From an optimization exercise on the open Yosys and OpenROAD flow, aimed at a short achievable clock period and few clock cycles; shortcuts taken in it are not production practice.
Only simulation tests tie the RTL to the original design; equivalence was not proved.
Power figures rest on the tool's default switching activity, not on a simulated workload.

==> flow/design.v <==
module col216_core (
    input  wire        clk,
    input  wire        rst,           
    input  wire [18:0] prog_len,      
    output wire        imem_en,
    output wire [17:0] imem_addr,
    input  wire [31:0] imem_rdata,
    output wire        dmem_re,
    output wire        dmem_we,
    output wire [17:0] dmem_addr,
    output wire [31:0] dmem_wdata,
    input  wire [31:0] dmem_rdata,
    output wire        wb_en,
    output wire [4:0]  wb_reg,
    output wire [31:0] wb_data,
    output wire        retire_valid,
    output wire [17:0] retire_idx,
    output wire        done,
    output wire [2:0]  status,
    output wire [18:0] err_idx
);
    localparam [3:0] OP_ADD  = 4'd0,
                     OP_SUB  = 4'd1,
                     OP_MUL  = 4'd2,
                     OP_SLT  = 4'd3,
                     OP_ADDI = 4'd4,
                     OP_LW   = 4'd5,
                     OP_SW   = 4'd6,
                     OP_BEQ  = 4'd7,
                     OP_BNE  = 4'd8,
                     OP_J    = 4'd9,
                     OP_BAD  = 4'd15;
    localparam [2:0] ST_SUCCESS  = 3'd0,
                     ST_INV_LBL  = 3'd2,
                     ST_INV_ADDR = 3'd3,
                     ST_SYNTAX   = 3'd4,
                     ST_MEM_LIM  = 3'd5,
                     ST_RUNNING  = 3'd7;
    function [3:0] decode_op;
        input [31:0] w;
        begin
            if      (w[31:26] == 6'h00 && w[10:6] == 5'd0 && w[5:0] == 6'h20) decode_op = OP_ADD;
            else if (w[31:26] == 6'h00 && w[10:6] == 5'd0 && w[5:0] == 6'h22) decode_op = OP_SUB;
            else if (w[31:26] == 6'h00 && w[10:6] == 5'd0 && w[5:0] == 6'h2A) decode_op = OP_SLT;
            else if (w[31:26] == 6'h1C && w[10:6] == 5'd0 && w[5:0] == 6'h02) decode_op = OP_MUL;
            else if (w[31:26] == 6'h04) decode_op = OP_BEQ;
            else if (w[31:26] == 6'h05) decode_op = OP_BNE;
            else if (w[31:26] == 6'h02) decode_op = OP_J;
            else if (w[31:26] == 6'h23) decode_op = OP_LW;
            else if (w[31:26] == 6'h2B) decode_op = OP_SW;
            else if (w[31:26] == 6'h08) decode_op = OP_ADDI;
            else                        decode_op = OP_BAD;
        end
    endfunction
    reg [31:0] regs [1:31];
    reg [18:0] pc;
    reg        ifid_v;
    reg [17:0] ifid_idx;
    reg [31:0] ifid_ins;
    reg        idex_v;
    reg [17:0] idex_idx;
    reg [3:0]  idex_op;
    reg [25:0] idex_fld;     
    reg [4:0]  idex_dest;    
    reg [31:0] idex_a;
    reg [31:0] idex_b;
    reg [32:0] idex_addr;    
    reg [31:0] idex_sdata;
    reg        exmem_v;
    reg [17:0] exmem_idx;
    reg [3:0]  exmem_op;
    reg [4:0]  exmem_dest;
    reg [31:0] exmem_res;
    reg [32:0] exmem_addr;
    reg [31:0] exmem_sdata;
    reg        memwb_v;
    reg [17:0] memwb_idx;
    reg [4:0]  memwb_dest;
    reg [31:0] memwb_res;
    reg        halted;
    reg [2:0]  err_kind;
    reg [18:0] err_at;
    wire mem_limit = (prog_len > 19'd262144);
    wire drained   = (pc >= prog_len) && !ifid_v && !idex_v && !exmem_v && !memwb_v;
    wire running   = !halted && !drained && !mem_limit;
    wire wb_write = running && memwb_v && (memwb_dest != 5'd0);
    wire exmem_mem    = (exmem_op == OP_LW) || (exmem_op == OP_SW);
    wire exmem_addrok = (exmem_addr[32:20] == 13'd0) && (exmem_addr[1:0] == 2'b00);
    wire mem_fault    = exmem_v && exmem_mem && !exmem_addrok;
    wire [31:0] mem_res = (exmem_op == OP_LW) ? dmem_rdata : exmem_res;
    wire        memwb_n_v = exmem_v;
    reg [31:0] alu_res;
    always @(*) begin
        case (idex_op)
            OP_ADD:  alu_res = idex_a + idex_b;
            OP_SUB:  alu_res = idex_a - idex_b;
            OP_MUL:  alu_res = idex_a * idex_b;
            OP_SLT:  alu_res = ($signed(idex_a) < $signed(idex_b)) ? 32'd1 : 32'd0;
            OP_ADDI: alu_res = idex_a + {{16{idex_fld[15]}}, idex_fld[15:0]};
            default: alu_res = 32'd0;
        endcase
    end
    wire idex_branch = (idex_op == OP_BEQ) || (idex_op == OP_BNE);
    wire idex_ctl    = idex_branch || (idex_op == OP_J);
    wire signed [27:0] br_target = $signed({10'd0, idex_idx}) + 28'sd1
                                 + $signed({{12{idex_fld[15]}}, idex_fld[15:0]});
    wire signed [27:0] j_target  = $signed({2'b00, idex_fld});
    wire signed [27:0] target    = (idex_op == OP_J) ? j_target : br_target;
    wire target_ok = (target >= 28'sd0) && (target <= $signed({9'd0, prog_len}));
    wire ex_fault = idex_v && idex_ctl && !target_ok;
    wire taken    = (idex_op == OP_J) ||
                    ((idex_op == OP_BEQ) && (idex_a == idex_b)) ||
                    ((idex_op == OP_BNE) && (idex_a != idex_b));
    wire redirect = idex_v && idex_ctl && target_ok && taken;
    wire        exmem_n_v   = idex_v;
    wire [31:0] exmem_n_res = alu_res;
    wire [3:0] id_op = decode_op(ifid_ins);
    wire [4:0] id_rs = ifid_ins[25:21];
    wire [4:0] id_rt = ifid_ins[20:16];
    wire [4:0] id_rd = ifid_ins[15:11];
    wire id_rtype  = (id_op == OP_ADD) || (id_op == OP_SUB) ||
                     (id_op == OP_MUL) || (id_op == OP_SLT);
    wire id_use_rs = id_rtype || (id_op == OP_ADDI) || (id_op == OP_LW) ||
                     (id_op == OP_SW) || (id_op == OP_BEQ) || (id_op == OP_BNE);
    wire id_use_rt = id_rtype || (id_op == OP_SW) ||
                     (id_op == OP_BEQ) || (id_op == OP_BNE);
    reg [4:0] id_dest;
    always @(*) begin
        if (id_rtype)                                  id_dest = id_rd;
        else if (id_op == OP_ADDI || id_op == OP_LW)   id_dest = id_rt;
        else                                           id_dest = 5'd0;
    end
    wire load_use = ifid_v && idex_v && (idex_op == OP_LW) && (idex_dest != 5'd0) &&
                    ((id_use_rs && id_rs == idex_dest) ||
                     (id_use_rt && id_rt == idex_dest));
    wire stall = !redirect && load_use;
    reg [31:0] id_vs, id_vt;
    always @(*) begin
        if (id_rs == 5'd0)
            id_vs = 32'd0;
        else if (exmem_n_v && idex_dest == id_rs)
            id_vs = exmem_n_res;
        else if (memwb_n_v && exmem_dest == id_rs)
            id_vs = mem_res;
        else if (wb_write && memwb_dest == id_rs)
            id_vs = memwb_res;
        else
            id_vs = regs[id_rs];
    end
    always @(*) begin
        if (id_rt == 5'd0)
            id_vt = 32'd0;
        else if (exmem_n_v && idex_dest == id_rt)
            id_vt = exmem_n_res;
        else if (memwb_n_v && exmem_dest == id_rt)
            id_vt = mem_res;
        else if (wb_write && memwb_dest == id_rt)
            id_vt = memwb_res;
        else
            id_vt = regs[id_rt];
    end
    wire [32:0] id_addr = {id_vs[31], id_vs} + {{17{ifid_ins[15]}}, ifid_ins[15:0]};
    wire idex_n_v = ifid_v && !redirect && !stall;
    wire fetch    = !redirect && !stall && (pc < prog_len);
    wire if_fault = fetch && (decode_op(imem_rdata) == OP_BAD);
    wire any_fault = mem_fault || ex_fault || if_fault;
    wire advance   = running && !any_fault;
    integer i;
    always @(posedge clk) begin
        if (rst) begin
            for (i = 1; i < 32; i = i + 1)
                regs[i] <= 32'd0;
        end else if (wb_write) begin
            regs[memwb_dest] <= memwb_res;
        end
    end
    always @(posedge clk) begin
        if (rst) begin
            pc       <= 19'd0;
            ifid_v   <= 1'b0;
            idex_v   <= 1'b0;
            exmem_v  <= 1'b0;
            memwb_v  <= 1'b0;
            halted   <= 1'b0;
            err_kind <= ST_RUNNING;
            err_at   <= 19'd0;
        end else if (running && any_fault) begin
            halted <= 1'b1;
            if (mem_fault) begin
                err_kind <= ST_INV_ADDR;
                err_at   <= {1'b0, exmem_idx};
            end else if (ex_fault) begin
                err_kind <= ST_INV_LBL;
                err_at   <= {1'b0, idex_idx};
            end else begin
                err_kind <= ST_SYNTAX;
                err_at   <= pc;
            end
        end else if (advance) begin
            memwb_v <= memwb_n_v;
            memwb_idx  <= exmem_idx;
            memwb_dest <= exmem_dest;
            memwb_res  <= mem_res;
            exmem_v     <= exmem_n_v;
            exmem_idx   <= idex_idx;
            exmem_op    <= idex_op;
            exmem_dest  <= idex_dest;
            exmem_res   <= exmem_n_res;
            exmem_addr  <= idex_addr;
            exmem_sdata <= idex_sdata;
            idex_v     <= idex_n_v;
            idex_idx   <= ifid_idx;
            idex_op    <= id_op;
            idex_fld   <= ifid_ins[25:0];
            idex_dest  <= id_dest;
            idex_a     <= id_vs;
            idex_b     <= id_vt;
            idex_addr  <= id_addr;
            idex_sdata <= id_vt;
            if (redirect) begin
                ifid_v <= 1'b0;
                pc     <= target[18:0];
            end else if (stall) begin
                ifid_v <= ifid_v;
            end else if (fetch) begin
                ifid_v   <= 1'b1;
                ifid_idx <= pc[17:0];
                ifid_ins <= imem_rdata;
                pc       <= pc + 19'd1;
            end else begin
                ifid_v <= 1'b0;
            end
        end
    end
    assign imem_en   = running && fetch;
    assign imem_addr = pc[17:0];
    assign dmem_re    = running && exmem_v && (exmem_op == OP_LW) && exmem_addrok;
    assign dmem_we    = running && exmem_v && (exmem_op == OP_SW) && exmem_addrok;
    assign dmem_addr  = exmem_addr[19:2];
    assign dmem_wdata = exmem_sdata;
    assign wb_en        = wb_write;
    assign wb_reg       = memwb_dest;
    assign wb_data      = memwb_res;
    assign retire_valid = running && memwb_v;
    assign retire_idx   = memwb_idx;
    assign done    = halted || mem_limit || drained;
    assign status  = halted    ? err_kind :
                     mem_limit ? ST_MEM_LIM :
                     drained   ? ST_SUCCESS : ST_RUNNING;
    assign err_idx = halted ? err_at : prog_len;
endmodule
==> flow/run.sh <==
#!/bin/bash
# synth_recipe.tcl (not shown) runs the flow's synth.tcl, then flattens the netlist and writes it again
# the make line also repeats each setting of config.mk as NAME=value (left out here)
make -C /OpenROAD-flow-scripts/flow DESIGN_CONFIG=/design/flow/config.mk WORK_HOME=/design/flow/orfs CLKGATE_MAP_FILE= SYNTH_SCRIPT=/design/flow/synth_recipe.tcl finish
==> flow/config.mk <==
export PLATFORM = sky130hd
export DESIGN_NAME = col216_core
export DESIGN_NICKNAME = col216_core
export VERILOG_FILES = /design/flow/design.v
export SDC_FILE = /design/flow/constraint.sdc
export NUM_CORES = 4
export LEC_CHECK = 0
export CAP_MARGIN = 20
export CORE_MARGIN = 2
export CORE_UTILIZATION = 40
export PLACE_DENSITY = 0.6
export SLEW_MARGIN = 20
==> flow/constraint.sdc <==
create_clock -name core_clock -period 14.0 [get_ports {clk}]
set_input_delay 2.8000 -clock core_clock [delete_from_list [all_inputs] [get_ports {clk}]]
set_output_delay 2.8000 -clock core_clock [all_outputs]
set_load 0.01 [all_outputs]
==> run notes <==
-- per-stage QoR --
| stage | area [um^2] | instances | hold WS (ps) | setup WS (ps) | power [mW] |
|---|---|---|---|---|---|
| after floorplan | 95600 | 7491 | 400 | 549 | 6.41 |
| after global placement | 102000 | 10500 | 401 | 3710 | 7.18 |
| after detailed placement | 102000 | 10500 | 405 | 3630 | 7.20 |
| after CTS | 107000 | 10800 | 403 | 3680 | 11.4 |
| after global routing | 107000 | 10800 | 412 | 3180 | 11.7 |
| final | 107000 | 10800 | 408 | 3660 | 11.4 |
-- flip-flops by register name (all words and copies together) (netlist names), 32 cells and up, named ones only --
register     count
exmem_addr      33
exmem_res       32
exmem_sdata     32
idex_a          32
idex_addr       33
idex_sdata      32
ifid_ins        32
memwb_res       32
regs          1024
-- where the power goes --
part	internal, mW	switching [mW]	leakage [nW]
sequential	4.88	0.0669	14.4
combinational	0.871	1.36	23.6
clock	2.28	1.89	2.44
-- cell usage in the layout, fill, tap and decap left out, types with 162 or more instances in the layout --
cell                n
a21oi_1           213
and2_1           1215
buf_4             184
clkbuf_16         162
clkdlybuf4s50_1   234
edfxtp_1         1403
fa_1              412
ha_1              294
inv_1             550
mux4_2            640
nand2_1           422
nor2_1            318
-- final cells by class --
cell class | count | share of cell area, %
sequential | 1459 | 40.5
tap | 3167 | 3.71
clock buffer | 208 | 3.99
antenna | 12 | 0.0281
clock inverter | 87 | 0.747
multi-input combinational | 4886 | 45.5
inverter | 553 | 1.95
timing repair buffer | 425 | 3.59
-- cells by family after synthesis --
| group | Yosys count | share of synthesized area (%) |
|---|---|---|
| simple gates | 2338 | 13.3 |
| compound gates | 818 | 5.67 |
| buf+inv | 1146 | 4.66 |
| mux | 767 | 16.5 |
| other cells | 1 | 0.00393 |
| xor+xnor | 225 | 2.08 |
| flops | 1459 | 45.3 |
| fa+ha+maj | 706 | 12.5 |
-- critical path: cells and delay by family, from the launching register on --
kind                       cells  cell delay, ps
buffers and inverters          4             290
adders and majority gates     10            4110
and+or+nand+nor                2             500
DFF                            1            1100
xor gates and xnor gates       2             320
AOI/OAI and AO/OA             14            3710
-- per-layer routing --
| metal | share of wire (%) | track usage (%) |
|---|---|---|
| met1 | 38 | 35.5 |
| met5 | 0.013 | 0 |
| met2 | 48 | 44.8 |
| met4 | 5.4 | 13.3 |
| met3 | 9.3 | 5.84 |
-- final timing paths --
path | from | slack [ps] | cells past startpoint | end
worst max-delay path | idex_sdata[7] | 3660 | 32 | idex_addr[30]
worst min-delay path | idex_addr[0] | 410 | 0 | exmem_addr[0]
worst max register to register | idex_sdata[7] | 3660 | 32 | idex_addr[30]
worst min register to register | idex_addr[0] | 410 | 0 | exmem_addr[0]
==> flow_summary.toml <==
[clocking]
clock_latency_ps = 860
cts_root_buf = "clkbuf_16"
cts_tree = "done"
cts_hold_buf = 0
htree_levels = 4
cts_buffers = 160
cts_setup_buffers = 0
clk_pin_slew_ps = 60
post_cts_resized = 0
cts.sinks = 1459
clockBufferDepth = 3

[placed_design]
portBuffers = 235
place_hpwl_mm = 216
globalplace.congestion = 0.947

[timing]
fin_crit_sh_pct = 73.9
final-max-slew-violation-count = 0
max_freq_ghz = 0.0967
fin_crit_ps = 10340
rsz0062_at_grt = "no"
setup_viol = 0
finalSetupTns_ps = 0
worstMarginPinSlew_ps = 1180
relSlewSlack_pct = 21.6
finalHoldViolations = 0
finClkSkew_ps = 71.4

[yosys]
avgSynthCellArea_um2 = 12.8
ys_warn_count = 1
netlist_area_um2 = 95500
synth-edff-count = 1403
async_reset_ff_share_pct = 0
synth_seq_cells = 1459
yosys-top-cells-area = "edfxtp_1 (44%), mux4_2 (15%), fa_1 (8.6%)"
syn_inst = 7460
synthDistinctLibCells = 88
synthTopCellsByCount = "edfxtp_1 (1403), and2_1 (1217), mux4_2 (640)"
post-synth-top-count-cell = "edfxtp_1"
synth.largest_area_cell = "edfxtp_1"
synth_top_area_share_pct = 44.1
yosys_most_used_dff = "edfxtp_1"
ys_seq_area_share_pct = 45.3

[worst_setup_path]
cpMaxStageDelayCell = "edfxtp_1"
cpMostUsedCell = "fa_1"
required_ps = 14580
cp_max_fo = 26
cp-start-kind = "flop"
crit_type = "reg -> reg"
cp-end-kind = "flop"
slowest_delay_ps = 1100
arrival_ps = 10920

[outcome]
status = "complete, no violations"

[global_route]
grt_max_degree = 148
antenna_found_initial = 25
overflow = 0
grt_pass1_vias = 65000
grt_pass1_wl_mm = 480
grt_usage_pct = 27.7

[die]
fp.coreArea_um2 = 238000
start_util_pct = 40.2
die_y_um = 493
io_pins = 236
core.rowCount = 179
dieArea_um2 = 243000
fp.dieW_um = 493

[layout]
n_fill_cell = 21300
drive_gt1_share_pct = 15.7
multi_input_area_um2 = 48600
regArea_um2 = 43300
utilization_pct = 45.0
fin_nets = 8276
area_growth_pct = 11.9

[drt]
ant_nets = 0
wire_per_inst_um = 31.3
first_iter_violations = 7464
vias_per_cell = 5.96
routed_wl_mm = 338
firstDrtPassIters = 6
dr_total_vias = 64300
drc_errors = 0

[job]
maxCapViolCount = 0

[power_and_ir_drop]
peakVddDrop_mv = 0.152
power.density_nw_per_um2 = 106
p_leak_nw = 40.5

[worst_hold_path]
hold_class = "reg -> reg"
Testbench counts, summed over its fixed seeds: cycles 67,386.

## what the ideal ports hide
The results above use ideal ports. As a check the final layout listed here was re-extracted and re-timed, cells and wires unchanged.
Step 1 assumes that a clkbuf_16 drives the clock port and a buf_2 every other input.
Step 2 adds t to the input delays and takes it off the output delays; t is the mean of the earliest and latest rising clock arrival at the registers after step 1. Input paths then give back, and output paths get back, about the clock's delay inside the block.
Slacks: ideal / step 1 / step 2; pairs: ideal / step 1.
t, ns: 0.905
setup WS [ns]: 3.656 / 3.656 / 3.652
worst setup path at the end: input to register
pins driven straight from the clock port: 1
After both steps setup and hold are still met in this run. The setup slack of this run moves by 0.000 ns with the drivers and by -0.004 ns with both steps.
